Context: an optimization exercise on an open-source flow, tuned for small area, a short achievable clock period and few clock cycles. The choices shown serve that exercise and are no tape-out recipe.
The RTL was checked by simulation tests, not by an equivalence proof against the original design.
Power is estimated from default activity; no workload was simulated.

File: design/flow/run.sh
#!/bin/bash
# synth_recipe.tcl (not shown) runs the flow's synth.tcl, then flattens the netlist and writes it again
# the make line also repeats each setting of config.mk as NAME=value (left out here)
make -C /OpenROAD-flow-scripts/flow DESIGN_CONFIG=/design/flow/config.mk WORK_HOME=/design/flow/orfs CLKGATE_MAP_FILE= SYNTH_SCRIPT=/design/flow/synth_recipe.tcl finish
File: design/flow/config.mk
export PLATFORM = sky130hd
export DESIGN_NAME = modbus_frame_engine
export DESIGN_NICKNAME = modbus_frame_engine
export VERILOG_FILES = /design/flow/design.v
export SDC_FILE = /design/flow/constraint.sdc
export NUM_CORES = 4
export LEC_CHECK = 0
export CAP_MARGIN = 20
export CORE_MARGIN = 2
export CORE_UTILIZATION = 55
export PLACE_DENSITY = 0.65
export SETUP_SLACK_MARGIN = 5
export SLEW_MARGIN = 20
File: design/flow/constraint.sdc
create_clock -name core_clock -period 10.0 [get_ports {clk}]
set_input_delay 2.0000 -clock core_clock [delete_from_list [all_inputs] [get_ports {clk}]]
set_output_delay 2.0000 -clock core_clock [all_outputs]
set_load 0.01 [all_outputs]
File: design/flow/design.v
module crc16_step1 (
    input  wire [15:0] c_in,     
    input  wire [7:0]  b,
    output wire [15:0] c_out
);
    function [15:0] step;
        input [15:0] c;
        input [7:0]  d;
        reg   [15:0] s;
        integer k;
        begin
            s = {c[7:0], c[15:8]} ^ {8'h00, d};
            for (k = 0; k < 8; k = k + 1)
                s = (s >> 1) ^ ({16{s[0]}} & 16'hA001);
            step = {s[7:0], s[15:8]};
        end
    endfunction
    assign c_out = step(c_in, b);
endmodule
module crc16_step2 (
    input  wire [15:0] c_in,
    input  wire [7:0]  b0,
    input  wire [7:0]  b1,
    output wire [15:0] c_out
);
    wire [15:0] c_mid;
    crc16_step1 u0 (.c_in(c_in),  .b(b0), .c_out(c_mid));
    crc16_step1 u1 (.c_in(c_mid), .b(b1), .c_out(c_out));
endmodule
module modbus_frame_engine (
    input  wire        clk,
    input  wire        rst,
    input  wire        cmd_we,
    input  wire [31:0] cmd,
    input  wire [2:0]  arg_we,
    input  wire [31:0] arg0,
    input  wire [31:0] arg1,
    input  wire [31:0] arg2,
    output wire [31:0] result,
    output wire [31:0] status
);
    localparam [7:0] OPC_NOP       = 8'h00;
    localparam [7:0] OPC_CRC16     = 8'h01;
    localparam [7:0] OPC_VERIFY    = 8'h02;
    localparam [7:0] OPC_BUILDREQ  = 8'h03;
    localparam [7:0] OPC_BUILDRSP  = 8'h04;
    localparam [7:0] OPC_APPENDCRC = 8'h05;
    localparam [7:0] OPC_STRIPCRC  = 8'h06;
    localparam [7:0] OPC_FBRD      = 8'h07;
    localparam [7:0] OPC_FBWR      = 8'h08;
    localparam [7:0] OPC_CHKCONF   = 8'h09;
    localparam [7:0] OPC_START     = 8'h20;
    localparam [7:0] OPC_STOP      = 8'h21;
    localparam [3:0] C_OK               = 4'd0;
    localparam [3:0] C_INVALID_ARGUMENT = 4'd1;
    localparam [3:0] C_BAD_CRC          = 4'd4;
    localparam [3:0] C_UNEXPECTED_SLAVE = 4'd5;
    localparam [3:0] C_SHORT_FRAME      = 4'd7;
    localparam [3:0] C_NOT_STARTED      = 4'd10;
    localparam [3:0] C_ILLEGAL_COMMAND  = 4'd11;
    localparam [2:0] M_CRC16  = 3'd0;
    localparam [2:0] M_VERIFY = 3'd1;
    localparam [2:0] M_APPEND = 3'd2;
    localparam [2:0] M_BREQ   = 3'd3;
    localparam [2:0] M_READ   = 3'd4;
    reg [8:0]  a0_q;
    reg        a0hi_q;
    reg [15:0] a1_q, a2_q;
    reg [15:0] result_q;    
    reg [3:0]  code_q;
    reg        busy_q;
    reg        run_q;
    reg [7:0]  slave_q;
    reg        pw1_q, pw2_q;
    reg [7:0]  pa_q;
    reg [7:0]  pd0_q, pd1_q;
    reg [8:0]  p_q;
    reg [15:0] crc_q;
    reg [2:0]  mode_q;
    reg [8:0]  len_q;       
    reg        init_q;      
    reg        bseq_q;      
    reg        rd_q;        
    reg [15:0] rrow_q;      
    reg [15:0] rcol_q;      
    assign result = {16'h0000, result_q};
    assign status = {16'h0000, slave_q, 1'b0  , run_q, busy_q, 1'b0  , code_q};
    wire [8:0]  a0   = arg_we[0] ? arg0[8:0] : a0_q;
    wire        a0hi = arg_we[0] ? (|arg0[31:9]) : a0hi_q;
    wire [15:0] a1   = arg_we[1] ? arg1[15:0] : a1_q;
    wire [15:0] a2   = arg_we[2] ? arg2[15:0] : a2_q;
    wire a0_gt256 = a0hi | (a0[8] & (|a0[7:0]));
    wire a0_gt255 = a0hi | a0[8];
    wire a0_gt254 = a0_gt255 | (&a0[7:0]);
    wire a0_lt4   = !a0hi && (a0[8:2] == 7'd0);
    wire a0_lt2   = !a0hi && (a0[8:1] == 8'd0);
    wire a0_slave = !a0hi && !a0[8] && (a0[7:0] != 8'd0) && (a0[7:0] <= 8'd247);
    wire [7:0] opc = cmd[7:0];
    wire       rsvd_zero = (cmd[31:8] == 24'd0);
    reg        opc_known;
    always @(*) begin
        case (opc)
            OPC_NOP, OPC_CRC16, OPC_VERIFY, OPC_BUILDREQ, OPC_BUILDRSP,
            OPC_APPENDCRC, OPC_STRIPCRC, OPC_FBRD, OPC_FBWR, OPC_CHKCONF,
            OPC_START, OPC_STOP: opc_known = 1'b1;
            default:             opc_known = 1'b0;
        endcase
    end
    wire legal  = rsvd_zero && opc_known;
    wire accept = cmd_we && !busy_q && !rst;
    wire go     = accept && legal;
    wire       breq_wr = go && (opc == OPC_BUILDREQ) && run_q;
    wire [7:0] fb_raw;
    wire [7:0] fb0, fb2, fb3, fb4, fb5;
    frame_buffer u_fb (
        .clk   (clk),
        .pw1   (pw1_q),
        .pw2   (pw2_q),
        .pa    (pa_q),
        .pd0   (pd0_q),
        .pd1   (pd1_q),
        .hw    (breq_wr),
        .hd    ({a1, a2}),
        .rrow  (rrow_q),
        .rcol  (rcol_q),
        .rdata (fb_raw),
        .b0    (fb0),
        .b2    (fb2),
        .b3    (fb3),
        .b4    (fb4),
        .b5    (fb5)
    );
    wire [7:0] fb_first = ((pw1_q | pw2_q) && pa_q == 8'd0) ? pd0_q : fb0;
    wire for_me = (fb_first == slave_q) || (fb_first == 8'h00);
    wire        pa_zero = (pa_q == 8'd0);
    wire [15:0] base    = pa_zero ? 16'hFFFF : crc_q;
    wire [15:0] crc_one, crc_two;
    crc16_step1 u_s1 (.c_in(base), .b(pd0_q), .c_out(crc_one));
    crc16_step2 u_s2 (.c_in(base), .b0(pd0_q), .b1(pd1_q), .c_out(crc_two));
    reg  [8:0]  p_e;
    reg  [15:0] crc_e;
    always @(*) begin
        p_e   = p_q;
        crc_e = crc_q;
        if (pw1_q || pw2_q) begin
            if (pa_zero || {1'b0, pa_q} == p_q) begin
                p_e   = {1'b0, pa_q} + (pw2_q ? 9'd2 : 9'd1);
                crc_e = pw2_q ? crc_two : crc_one;
            end else if ({1'b0, pa_q} < p_q) begin
                p_e   = 9'd0;
                crc_e = 16'hFFFF;
            end
        end
    end
    wire walk_end = (p_q == len_q) && !pw1_q && !init_q;
    wire walk_rd  = (p_q != len_q) && !pw1_q && !init_q;
    wire hit = ({a0hi, a0} == {1'b0, p_e});
    wire       restart = busy_q && mode_q != M_READ && mode_q != M_BREQ &&
                         init_q && (len_q < p_q);
    wire [8:0] p_nx    = restart ? 9'd0 : p_e;
    wire       rd_go = go && (opc == OPC_FBRD) && !a0_gt255;
    wire [7:0] ra_nx = rd_go ? a0[7:0] : p_nx[7:0];
    function [15:0] onehot16;
        input [3:0] v;
        begin
            onehot16 = 16'd0;
            onehot16[v] = 1'b1;
        end
    endfunction
    reg        nw1, nw2;
    reg  [7:0] na;
    reg  [7:0] nd0, nd1;
    always @(*) begin
        nw1 = 1'b0;
        nw2 = 1'b0;
        na  = 8'd0;
        nd0 = 8'd0;
        nd1 = 8'd0;
        if (go) begin
            case (opc)
                OPC_FBWR: begin
                    nw1 = !a0_gt255;
                    na  = a0[7:0];
                    nd0 = a1[7:0];
                end
                OPC_BUILDREQ: begin
                    nw2 = run_q;
                    na  = 8'd0;
                    nd0 = slave_q;
                    nd1 = a0[7:0];
                end
                OPC_BUILDRSP: begin
                    nw2 = 1'b1;
                    na  = 8'd0;
                    nd0 = a0[7:0];
                    nd1 = a1[7:0];
                end
                OPC_APPENDCRC: begin
                    nw2 = !a0_gt254 && hit;
                    na  = a0[7:0];
                    nd0 = crc_e[15:8];
                    nd1 = crc_e[7:0];
                end
                default: ;
            endcase
        end else if (busy_q && !rst) begin
            case (mode_q)
                M_BREQ: begin
                    nw2 = 1'b1;
                    na  = bseq_q ? 8'd4 : 8'd2;
                    nd0 = bseq_q ? fb4 : fb2;
                    nd1 = bseq_q ? fb5 : fb3;
                end
                M_READ: ;
                default: begin
                    if (walk_rd) begin
                        nw1 = 1'b1;
                        na  = p_q[7:0];
                        nd0 = fb_raw;
                    end else if (mode_q == M_APPEND) begin
                        nw2 = walk_end;
                        na  = len_q[7:0];
                        nd0 = crc_q[15:8];
                        nd1 = crc_q[7:0];
                    end
                end
            endcase
        end
    end
    always @(posedge clk) begin
        rrow_q <= onehot16(ra_nx[7:4]);
        rcol_q <= onehot16(ra_nx[3:0]);
        rd_q   <= rd_go;
        pw1_q <= nw1;
        pw2_q <= nw2;
        pa_q  <= na;
        pd0_q <= nd0;
        pd1_q <= nd1;
        if (rst) begin
            a0_q     <= 9'd0;
            a0hi_q   <= 1'b0;
            a1_q     <= 16'd0;
            a2_q     <= 16'd0;
            result_q <= 16'd0;
            code_q   <= C_OK;
            busy_q   <= 1'b0;
            run_q    <= 1'b0;
            slave_q  <= 8'd0;
            p_q      <= 9'd0;
            crc_q    <= 16'hFFFF;
            mode_q   <= M_CRC16;
            len_q    <= 9'd0;
            init_q   <= 1'b0;
            bseq_q   <= 1'b0;
        end else begin
            if (arg_we[0]) begin
                a0_q   <= arg0[8:0];
                a0hi_q <= |arg0[31:9];
            end
            if (arg_we[1]) a1_q <= arg1[15:0];
            if (arg_we[2]) a2_q <= arg2[15:0];
            p_q   <= p_nx;
            crc_q <= restart ? 16'hFFFF : crc_e;
            if (accept) begin
                if (!legal) begin
                    code_q <= C_ILLEGAL_COMMAND;
                end else begin
                    case (opc)
                        OPC_NOP: code_q <= C_OK;
                        OPC_CRC16: begin
                            if (a0_gt256) begin
                                code_q   <= C_INVALID_ARGUMENT;
                                result_q <= 16'd0;
                            end else if (hit) begin
                                code_q   <= C_OK;
                                result_q <= crc_e;
                            end else begin
                                busy_q <= 1'b1;
                                mode_q <= M_CRC16;
                                len_q  <= a0;
                                init_q <= 1'b1;
                            end
                        end
                        OPC_VERIFY: begin
                            if (!run_q) begin
                                code_q   <= C_NOT_STARTED;
                                result_q <= 16'd0;
                            end else if (a0_gt256) begin
                                code_q   <= C_INVALID_ARGUMENT;
                                result_q <= 16'd0;
                            end else if (a0_lt4) begin
                                code_q   <= C_SHORT_FRAME;
                                result_q <= 16'd0;
                            end else if (!for_me) begin
                                code_q   <= C_OK;
                                result_q <= 16'd0;
                            end else if (hit) begin
                                if (crc_e == 16'd0) begin
                                    code_q   <= C_OK;
                                    result_q <= {7'd0, a0};
                                end else begin
                                    code_q   <= C_BAD_CRC;
                                    result_q <= 16'd0;
                                end
                            end else begin
                                busy_q <= 1'b1;
                                mode_q <= M_VERIFY;
                                len_q  <= a0;
                                init_q <= 1'b1;
                            end
                        end
                        OPC_BUILDREQ: begin
                            if (!run_q) begin
                                code_q <= C_NOT_STARTED;
                            end else begin
                                busy_q <= 1'b1;
                                mode_q <= M_BREQ;
                                bseq_q <= 1'b0;
                            end
                        end
                        OPC_BUILDRSP: code_q <= C_OK;
                        OPC_APPENDCRC: begin
                            if (a0_gt254) begin
                                code_q   <= C_INVALID_ARGUMENT;
                                result_q <= 16'd0;
                            end else if (hit) begin
                                code_q   <= C_OK;
                                result_q <= {7'd0, a0} + 16'd2;
                            end else begin
                                busy_q <= 1'b1;
                                mode_q <= M_APPEND;
                                len_q  <= a0;
                                init_q <= 1'b1;
                            end
                        end
                        OPC_STRIPCRC: begin
                            if (a0_lt2 || a0_gt256) begin
                                code_q   <= C_INVALID_ARGUMENT;
                                result_q <= 16'd0;
                            end else begin
                                code_q   <= C_OK;
                                result_q <= {7'd0, a0} - 16'd2;
                            end
                        end
                        OPC_FBRD: begin
                            if (a0_gt255) begin
                                code_q   <= C_INVALID_ARGUMENT;
                                result_q <= 16'd0;
                            end else begin
                                busy_q <= 1'b1;
                                mode_q <= M_READ;
                            end
                        end
                        OPC_FBWR: begin
                            if (a0_gt255)
                                code_q <= C_INVALID_ARGUMENT;
                            else
                                code_q <= C_OK;
                        end
                        OPC_CHKCONF: begin
                            if (a0[7:0] != fb_first && a0[7:0] != 8'h00)
                                code_q <= C_UNEXPECTED_SLAVE;
                            else
                                code_q <= C_OK;
                        end
                        OPC_START: begin
                            if (run_q || !a0_slave) begin
                                code_q <= C_INVALID_ARGUMENT;
                            end else begin
                                slave_q <= a0[7:0];
                                run_q   <= 1'b1;
                                code_q  <= C_OK;
                            end
                        end
                        OPC_STOP: begin
                            slave_q <= 8'd0;
                            run_q   <= 1'b0;
                            code_q  <= C_OK;
                        end
                        default: code_q <= C_ILLEGAL_COMMAND;
                    endcase
                end
            end else if (busy_q) begin
                case (mode_q)
                    M_READ: begin
                        busy_q   <= 1'b0;
                        code_q   <= C_OK;
                    end
                    M_BREQ: begin
                        bseq_q <= 1'b1;
                        if (bseq_q) begin
                            busy_q <= 1'b0;
                            code_q <= C_OK;
                        end
                    end
                    default: begin
                        init_q <= 1'b0;
                        if (walk_end) begin
                            busy_q <= 1'b0;
                            case (mode_q)
                                M_CRC16: begin
                                    code_q   <= C_OK;
                                    result_q <= crc_q;
                                end
                                M_VERIFY: begin
                                    if (crc_q == 16'd0) begin
                                        code_q   <= C_OK;
                                        result_q <= {7'd0, len_q};
                                    end else begin
                                        code_q   <= C_BAD_CRC;
                                        result_q <= 16'd0;
                                    end
                                end
                                default: begin
                                    code_q   <= C_OK;
                                    result_q <= {7'd0, len_q} + 16'd2;
                                end
                            endcase
                        end
                    end
                endcase
            end
            if (rd_q) result_q <= {8'd0, fb_raw};
        end
    end
endmodule
module frame_buffer (
    input  wire        clk,
    input  wire        pw1,
    input  wire        pw2,
    input  wire [7:0]  pa,
    input  wire [7:0]  pd0,
    input  wire [7:0]  pd1,
    input  wire        hw,
    input  wire [31:0] hd,
    input  wire [15:0] rrow,
    input  wire [15:0] rcol,
    output reg  [7:0]  rdata,
    output wire [7:0]  b0,
    output wire [7:0]  b2,
    output wire [7:0]  b3,
    output wire [7:0]  b4,
    output wire [7:0]  b5
);
    wire       we_e = pw2 | (pw1 & !pa[0]);
    wire       we_o = pw2 | (pw1 &  pa[0]);
    wire [6:0] wa_e = (pw2 & pa[0]) ? pa[7:1] + 7'd1 : pa[7:1];
    wire [6:0] wa_o = pa[7:1];
    wire [7:0] wd_e = pa[0] ? pd1 : pd0;
    wire [7:0] wd_o = (pw2 & !pa[0]) ? pd1 : pd0;
    wire [2047:0] flat;    
    genvar g;
    generate
        for (g = 0; g < 128; g = g + 1) begin : g_fbuf
            reg [7:0] ev_q, od_q;
            if (g == 1 || g == 2) begin : g_hw
                always @(posedge clk) begin
                    if (hw)
                        ev_q <= hd[31 - 16*(g-1) -: 8];
                    else if (we_e && wa_e == g)
                        ev_q <= wd_e;
                    if (hw)
                        od_q <= hd[23 - 16*(g-1) -: 8];
                    else if (we_o && wa_o == g)
                        od_q <= wd_o;
                end
            end else begin : g_pw
                always @(posedge clk) begin
                    if (we_e && wa_e == g) ev_q <= wd_e;
                    if (we_o && wa_o == g) od_q <= wd_o;
                end
            end
            assign flat[16*g+7:16*g]    = ev_q;
            assign flat[16*g+15:16*g+8] = od_q;
        end
    endgenerate
    assign b0 = flat[7:0];
    assign b2 = flat[23:16];
    assign b3 = flat[31:24];
    assign b4 = flat[39:32];
    assign b5 = flat[47:40];
    reg [7:0] rowv;
    integer i, j;
    always @(*) begin
        rdata = 8'd0;
        for (j = 0; j < 16; j = j + 1) begin
            rowv = 8'd0;
            for (i = 0; i < 16; i = i + 1)
                rowv = rowv | ({8{rcol[i]}} & flat[8*(16*j+i) +: 8]);
            rdata = rdata | ({8{rrow[j]}} & rowv);
        end
    end
endmodule
==> results of run 1 <==
## cells in the mapped netlist, types with 45 or more instances
cell and n:
clkbuf_1 230, nand2_1 160, o21ai_0 116, nor3_1 45, edfxtp_1 2048, nand3_1 103, a211oi_1 54, nand4_1 155
nor2_1 448, mux2i_1 67, a21oi_1 105, dfxtp_1 170, a22oi_1 324, buf_1 99, a22o_1 369, a221oi_1 384
xnor2_1 63
## repair_timing
action                                  CTS  global route
resized for setup                        21            18
buffers inserted                          2             9
pin swaps                                 0             5
endpoints found under the setup margin   75            64
hold buffers                              0             0
## logic make-up (layout without fill, tap and decap cells)
group | count (synthesis) | count (layout) | synth area share, %
AOI/OAI and AO/OA | 1524 | 1524 | 13.8
xor gates and xnor gates | 111 | 111 | 1.34
adders and majority gates | 31 | 31 | 0.458
buffers and inverters | 416 | 698 | 2.02
DFF | 2218 | 2218 | 75.3
muxes | 85 | 85 | 1.01
other | 1 | 41 | 0.00435
and+or+nand+nor | 1099 | 1099 | 6.13
## worst max path at each step
stage                     cells past startpoint  slack (ns)                from                        to
after detailed placement                     13        2.89           arg_we[0]         rrow_q[3]$_DFF_P_
after floorplan                              11        5.11             arg0[3]  result_q[2]$_SDFFE_PP0P_
after global placement                       13        2.97           arg_we[0]        rrow_q[12]$_DFF_P_
after global routing                         15        5.00     pa_q[0]$_DFF_P_  result_q[0]$_SDFFE_PP0P_
final                                        10        4.92  rcol_q[10]$_DFF_P_          pd0_q[4]$_DFF_P_
after CTS                                    12        5.01              cmd[2]         rcol_q[8]$_DFF_P_
## cell type report
| cell class | instances | area (sq um) |
|---|---|---|
| flip-flops and latches | 2218 | 65000 |
| fillers | 11394 | 58800 |
| multi-input cells | 2884 | 20100 |
| clock buffers | 265 | 5660 |
| well taps | 2058 | 2570 |
| repair buffers | 268 | 2510 |
| clock inverters | 137 | 1320 |
| inverters | 28 | 109 |
| diodes | 7 | 17.5 |
## power by group through the flow
| stage | Combinational [uW] | Sequential [uW] | Clock [uW] |
|---|---|---|---|
| floorplan | 86.4 | 10200 | 0 |
| global placement | 158 | 10200 | 0 |
| detailed placement | 159 | 10200 | 0 |
| CTS | 160 | 9980 | 8080 |
| global route | 174 | 9980 | 8440 |
| finish | 163 | 9980 | 8070 |
## layer usage
metal,GRT usage [%],share of wire (%),vias up
met4,17.3,5.4,16
met1,50.1,37,28659
li1,-,-,22670
met3,10.1,13,760
met2,54.7,45,4440
met5,0,0.032,-
## registers in the layout (all words and copies together), names as in the netlist, 3 cells and up
signal / count
result_q: 16
u_fb.g_fbuf.od_q: 1024
rrow_q: 16
pa_q: 8
rcol_q: 16
slave_q: 8
a0_q: 9
code_q: 4
pd0_q: 8
pd1_q: 8
a1_q: 16
mode_q: 3
crc_q: 16
a2_q: 16
u_fb.g_fbuf.ev_q: 1024
p_q: 9
len_q: 9
## per-stage QoR
stage	power, uW	cells	worst slack, ns
2_1_floorplan	10300	5518	5.11
3_3_place_gp	10300	7437	2.97
3_5_place_dp	10300	7440	2.89
4_1_cts	18200	7844	5.01
5_1_grt	18600	7858	5.00
6_report	18200	7865	4.92
## tightest hold or removal path, stage by stage, from the launching register on
cell      delay [ns]
dfxtp_1         0.31
nand2b_1        0.06
a21oi_1         0.05
==> summary.txt, run 1 <==
- RSZ-0062 raised after global routing: no
- Run status: no timing/DRC/antenna violations
- Root Buffer: clkbuf_16
- Sink Count: between 2k and 2.5k
- Area Overhead vs Synth: 12.8%
- Post-synthesis cell count: 5,485
- CP Class: reg2reg
- Fin crit period: 5.08 ns
- Crit path launch type: flip-flop
- CTS tree: built
- TritonCTS buffer count: ~220
- Starting density of the core: 55.3%
- Area leader, netlist: edfxtp_1
- Slew HR: 15.9%
- Pre-antenna DRT Iters: 6
- Routed Antenna Nets: 0
- Reg2Reg Depth: 10
- Endpoint class of the critical path: flip-flop
- Worst vdd ir: around 0.20 mV
- Worst-Margin Slew: approximately 1.2 ns
- R2r setup slk: 4.92 ns
- Sw power: between 3000 and 4000 uW
- Seq pwr share: 54.8%
- H-tree depth: 4
- Hold_sp: code_q[1]$_SDFFE_PP0P_
- Boundary Pins: ~200
- Register bit total from synthesis: approximately 2.2k
- Iteration-0 DRC Markers: around 9.2k
- CP Cell Sequence: buf_12 -> a22o_1 -> a221oi_1 -> nand3_1 -> o21ai_0 -> nand2_1 -> a221oi_1 -> nand4_1 -> a211oi_1 -> o32ai_1
- Post-synthesis async set-or-reset flop share: 0%
- Residual DRC: 0
- Leak Pwr: approximately 0.027 uW
- Setup Skew: roughly 0.032 ns
- Power per Cell Area: between 150 and 200 nW/um^2
- Grt total ovfl: 0
- Worst hold stages: 2
- Setup TNS Final: 0 ns
- Max-cap violations: 0
- FP Rows: roughly 150
- Crit path DAT: just under 6 ns
- Dpl hpwl: roughly 170,000 microns
- Hold slack: between 0.4 and 0.5 ns
- Synth Warn #: 3
- Vias in the first global route: ~53k
- Internal power: approximately 15,000 uW
- Final design utilization: 62.3%
- Clock Path Buffers: 3
- Worst path required time: 10.69 ns
- Vias: between 50k and 60k
- EDFF count, synth: 2,048
- Worst r2r dst: pd0_q[4]$_DFF_P_
- Core area: approximately 160,000 sq um
- Die Y: roughly 400 microns
- Logic pwr share: less than 1%
- CP most frequent cell: a221oi_1
- Final period utilization: between 50% and 60%
- Maximum clock frequency: 197 MHz
- Share of layout cells above drive strength 1: between 10% and 20%
- Register area share after synthesis: between 70% and 80%
- Placed Area: around 90,000 sq um
- CP bufs+invs: 1
- Syn avg cell area: about 16 sq um
- Most used DFF post-synth: edfxtp_1
- Routed wire length: 296,000 microns
- Synth unique cells: 86
- First-pass GRT wire length: 410,000 microns
- Reg-to-Reg Start: rcol_q[10]$_DFF_P_
- Commonest cells after routing, fill and taps aside: edfxtp_1, nor2_1, a221oi_1
- Design area: roughly 97,000 sq um
- Largest net degree at the start of global routing: ~130
- Crit-path slowest cell: nand4_1
- Routed len/inst: approximately 38 microns
- GRT Total Usage: 36.6%
- Final net count: slightly below 6k
- Largest delay share family, worst path: compound AO/OA/AOI/OAI gates
- Synth top area share: between 70 and 80%
- Max stage delay on crit path: approximately 0.96 ns
- DR vias/cell: between 7 and 8
- Hold EP: code_q[1]$_SDFFE_PP0P_
- Initial antenna violation count: 13
- Setup violations, final: 0
- GP Congestion: between 0.9 and 1
- Worst-path clk slew: ~0.06 ns
- Hold Crit Class: reg2reg
- Hold Fails Final Rpt: 0
- Die area: between 150,000 and 200,000 sq um
- Chip Width: ~400 microns
- IO Port Bufs: between 100 and 150
- CP max FO: 75
- Most common cell after layout, fill and taps aside: edfxtp_1
- Dominant cells by area after synthesis: edfxtp_1, dfxtp_1, a221oi_1, a22o_1, a22oi_1
- Switching Share: just over 20%
- Power share of the clock group: between 40% and 50%
- Mapped Area: ~86,000 sq um
- Max Slew Vio Count: 0
- Worst-Skew Late Latency: about 0.87 ns
Testbench counts, summed over its fixed seeds: cycles 65,908.
==> inputs of run 2 (changes only) <==
==> design/flow/flow/run.sh (new file) <==
#!/bin/bash
set -euo pipefail
bash standard.sh SETUP_SLACK_MARGIN=7 MATCH_CELL_FOOTPRINT=0 \
    "BUFFER_PORTS_ARGS=-buffer_cell sky130_fd_sc_hd__buf_4" finish > layout.log 2>&1
==> design/flow/standard.sh (new file) <==
#!/bin/bash
# synth_recipe.tcl (not shown) runs the flow's synth.tcl, then flattens the netlist and writes it again
# the make line also repeats each setting of config.mk as NAME=value (left out here)
make -C /OpenROAD-flow-scripts/flow DESIGN_CONFIG=/design/flow/config.mk WORK_HOME=/design/flow/orfs CLKGATE_MAP_FILE= SYNTH_SCRIPT=/design/flow/synth_recipe.tcl "${@:-finish}"
removed: design/flow/run.sh
==> run 2 against run 1 <==
Net effect: sequential cell count is the same; area after synthesis stayed put; clock power shrank 0.7%; non-clock buffer count rose by 446; routed wire length is 14% higher; clock-buffer cell count rose by 8; global-route usage grew 4.4 points; worst setup slack gained 1.1 ns; cell area is 12% higher; sequential power barely moved; hold slack gained 0.027 ns; critical path type is now in2reg; highest routed layer unchanged.
==> summary.txt, run 2 <==
- Run status: no timing/DRC/antenna violations (unchanged)
- Worst-path clk slew: 0.06 ns (about the same)
- Boundary Pins: 198 (unchanged)
- Root Buffer: clkbuf_16 (unchanged)
- Final net count: 6,230 (was 5,781)
- Slew HR: 14.9% (was 15.9%)
- Residual DRC: 0 (unchanged)
- Largest net degree at the start of global routing: 128 (unchanged)
- Mapped Area: 86,200 sq um (unchanged)
- Dominant cells by area after synthesis: edfxtp_1, dfxtp_1, a221oi_1, a22o_1, a22oi_1 (unchanged)
- Crit path launch type: input port (was flip-flop)
- Area leader, netlist: edfxtp_1 (unchanged)
- Hold EP: result_q[10]$_SDFFE_PP0P_ (was code_q[1]$_SDFFE_PP0P_)
- Synth unique cells: 86 (unchanged)
- Final period utilization: 39.5% (was 50.8%)
- Regs by FF count: u_fb.g_fbuf.ev_q (1024), u_fb.g_fbuf.od_q (1024) (unchanged)
- R2r setup slk: 6.17 ns (was 4.92 ns)
- IO Port Bufs: 131 (unchanged)
- Die Y: 400 microns (unchanged)
- FP Rows: 145 (unchanged)
- EDFF count, synth: 2,048 (unchanged)
- CP max FO: 6 (was 75)
- GP Congestion: 0.948 (was 0.950)
- Die area: 160,000 sq um (unchanged)
- Register bit total from synthesis: 2,218 (unchanged)
- Worst-Margin Slew: 1.27 ns (was 1.25 ns)
- Hold Crit Class: reg2reg (unchanged)
- Routed Antenna Nets: 0 (unchanged)
- GR Util met2: 59.7% (was 54.7%)
- CTS tree: built (unchanged)
- Met1 usage: 53.2% (was 50.1%)
- Post-synthesis async set-or-reset flop share: 0% (unchanged)
- Synth Warn #: 3 (unchanged)
- DR vias/cell: 7.37 (was 7.19)
- Initial antenna violation count: 11 (was 13)
- Endpoint class of the critical path: flip-flop (unchanged)
- Setup Skew: 0.0941 ns (was 0.0316 ns)
- Worst-Skew Late Latency: 0.92 ns (was 0.87 ns)
- Crit path DAT: 4.69 ns (was 5.77 ns)
- First-pass GRT wire length: 453,000 microns (was 410,000 microns)
- Worst r2r dst: result_q[2]$_SDFFE_PP0P_ (was pd0_q[4]$_DFF_P_)
- Post-synthesis cell count: 5,485 (unchanged)
- Final design utilization: 69.7% (was 62.3%)
- # fillers: 9,870 (was 11.4k)
- Synth cell count leaders: edfxtp_1, nor2_1, a221oi_1 (unchanged)
- GRT busiest layer: met2 (unchanged)
- Tot Pwr: 18,200 uW (about the same)
- Worst path required time: 10.75 ns (was 10.69 ns)
- Power per Cell Area: 167 nW/um^2 (was 187 nW/um^2)
- Syn avg cell area: 15.7 sq um (unchanged)
- Most common cell after layout, fill and taps aside: edfxtp_1 (unchanged)
- Hold Fails Final Rpt: 0 (unchanged)
- Post-CTS Hold Buffers: 0 (unchanged)
- Routed len/inst: 40.5 microns (was 37.6 microns)
- Iteration-0 DRC Markers: 10.7k (was 9,234)
- Max-cap violations: 0 (unchanged)
- Maximum clock frequency: 253 MHz (was 197 MHz)
- Worst hold stages: 2 (unchanged)
- RSZ-0062 raised after global routing: yes (was no)
- Max Slew Vio Count: 0 (unchanged)
- Sink Count: 2,218 (unchanged)
- Synth top area share: 71.3% (unchanged)
- Register area share after synthesis: 75.3% (unchanged)
- Starting density of the core: 55.3% (unchanged)
- Pre-antenna DRT Iters: 9 (was 6)
- CP Class: in2reg (was reg2reg)
- Setup TNS Final: 0 ns (unchanged)
- Met3 Use GR: 13.7% (was 10.1%)
- Fin crit period: 3.95 ns (was 5.08 ns)
- Share of layout cells above drive strength 1: 30.2% (was 10.1%)
- Reg2Reg Depth: 15 (was 10)
- Vias in the first global route: 56.7k (was 53.4k)
- Core area: 156,000 sq um (unchanged)
- TritonCTS buffer count: 216 (unchanged)
- Design area: 109,000 sq um (was 97,300 sq um)
- Leak Pwr: 0.0309 uW (was 0.0265 uW)
- Chip Width: 400 microns (unchanged)
- Hold_sp: result_q[10]$_SDFFE_PP0P_ (was code_q[1]$_SDFFE_PP0P_)
- Setup violations, final: 0 (unchanged)
- Vias: 61.2k (was 56.5k)
- Clock Path Buffers: 3 (unchanged)
- Worst vdd ir: 0.193 mV (was 0.198 mV)
- Dpl hpwl: 171,000 microns (was 173,000 microns)
- GRT Total Usage: 41.0% (was 36.6%)
- Reg-to-Reg Start: pw2_q$_DFF_P_ (was rcol_q[10]$_DFF_P_)
- Dominant cell by count in the synthesized netlist: edfxtp_1 (unchanged)
- Routed wire length: 336,000 microns (was 296,000 microns)
- Most used DFF post-synth: edfxtp_1 (unchanged)
- Commonest cells after routing, fill and taps aside: edfxtp_1, buf_4, a22o_1 (was edfxtp_1, nor2_1, a221oi_1)
- H-tree depth: 4 (unchanged)
- Grt total ovfl: 0 (unchanged)
- Area Overhead vs Synth: 26.0% (was 12.8%)
- Placed Area: 90,100 sq um (was 89,900 sq um)
## run 2: cell counts after synthesis
Identical to the previous run, type by type.
## run 2: cell families after synthesis
kind of cell | synth area share (%)
flip-flops | 75.3
AO/OA/AOI/OAI | 13.8
AND/OR/NAND/NOR | 6.13
buffers and inverters | 2.02
XOR/XNOR | 1.34
multiplexers | 1.01
adder cells (fa/ha/maj) | 0.458
other | 0.00435
## run 2: area by class of cell
| cell class | count | area [sq um] | area share, % |
|---|---|---|---|
| antenna | 5 | 12.5 | 0.0115 |
| timing repair inverter | 1 | 8.76 | 0.00806 |
| clock buffer | 273 | 5700 | 5.25 |
| sequential | 2218 | 65100 | 59.9 |
| timing repair buffer | 714 | 8600 | 7.91 |
| clock inverter | 112 | 1180 | 1.08 |
| multi-input combinational | 2886 | 25400 | 23.4 |
| tap | 2058 | 2570 | 2.37 |
| inverter | 28 | 125 | 0.115 |
## run 2: what timing repair did
| action | 4_1_cts | 5_1_grt |
|---|---|---|
| setup endpoints to repair | 3253 | 1520 |
| buffers inserted | 343 | 92 |
| pin swaps | 292 | 153 |
| endpoints found under the hold margin | 0 | 0 |
| gates resized for setup | 1147 | 263 |
| cloned | 45 | 6 |
## run 2: power by group
part / switching [uW] / total, uW / internal, uW
logic: 121 / 211 / 89.8
clock network: 3640 / 8010 / 4370
registers: 3.53 / 9980 / 9970
## run 2: critical path: stages
cell and delay [ns]:
buf_16 0.11, or3_4 0.37, a222oi_1 0.36, buf_4 0.18, and3_4 0.20, buf_4 0.11, buf_6 0.09, a311oi_4 0.04
a2111oi_4 0.41, nor4_1 0.11, buf_4 0.16, o211ai_1 0.16, buf_4 0.23, buf_6 0.12, o21ai_1 0.05
## run 2: how the worst max path moves through the flow
stage	endpoint	slack, ns	start
after floorplan	len_q[7]$_SDFFE_PP0P_	5.40	arg0[3]
after global placement	rcol_q[8]$_DFF_P_	4.23	rst
after detailed placement	rcol_q[8]$_DFF_P_	4.14	rst
after CTS	result_q[2]$_SDFFE_PP0P_	6.17	arg_we[0]
after global routing	result_q[4]$_SDFFE_PP0P_	5.97	arg_we[0]
final	slave_q[6]$_SDFFE_PP0P_	6.05	arg_we[0]
## run 2: metal layers
layer,vias up,wire length (microns),share of wire (%)
met5,-,177,0.053
met4,16,26500,7.9
met3,1301,50700,15
met2,5707,145000,43
met1,30556,113000,34
li1,23575,-,-
## run 2: per-stage QoR
step                setup slack (ns)  hold slack, ns  cells
finish                          6.05           0.500   8295
global route                    5.97           0.521   8292
CTS                             6.17           0.500   8185
detailed placement              4.14           0.472   7412
global placement                4.23           0.461   7412
floorplan                       5.40           0.456   5518

separate check: timing with driven ports:
Ports are ideal in the flow. The routed layouts listed here were re-timed in OpenROAD.
Step 1, drivers: a clkbuf_16 drives clk and a buf_2 each remaining input, both assumed.
Step 2 also shifts input and output timing later by t, the mid clock arrival at the registers, as if the neighbouring blocks saw the same clock.
Three values: ideal, step 1, step 2; two values: the first two.
run | t, ns | slack for setup (ns) | slew at the worst register clock pin (ns) | cell pins on the clock port's net
run 1 | 0.930 | 4.918 / 4.918 / 4.285 | 0.07 / 0.07 | 1
run 2 | 0.951 | 6.055 / 5.971 / 5.020 | 0.07 / 0.07 | 1
After both steps setup and hold are still met in every run listed. For run 2, which loses most, drivers alone change the setup slack by -0.084 ns; drivers and shift together by -1.035 ns.
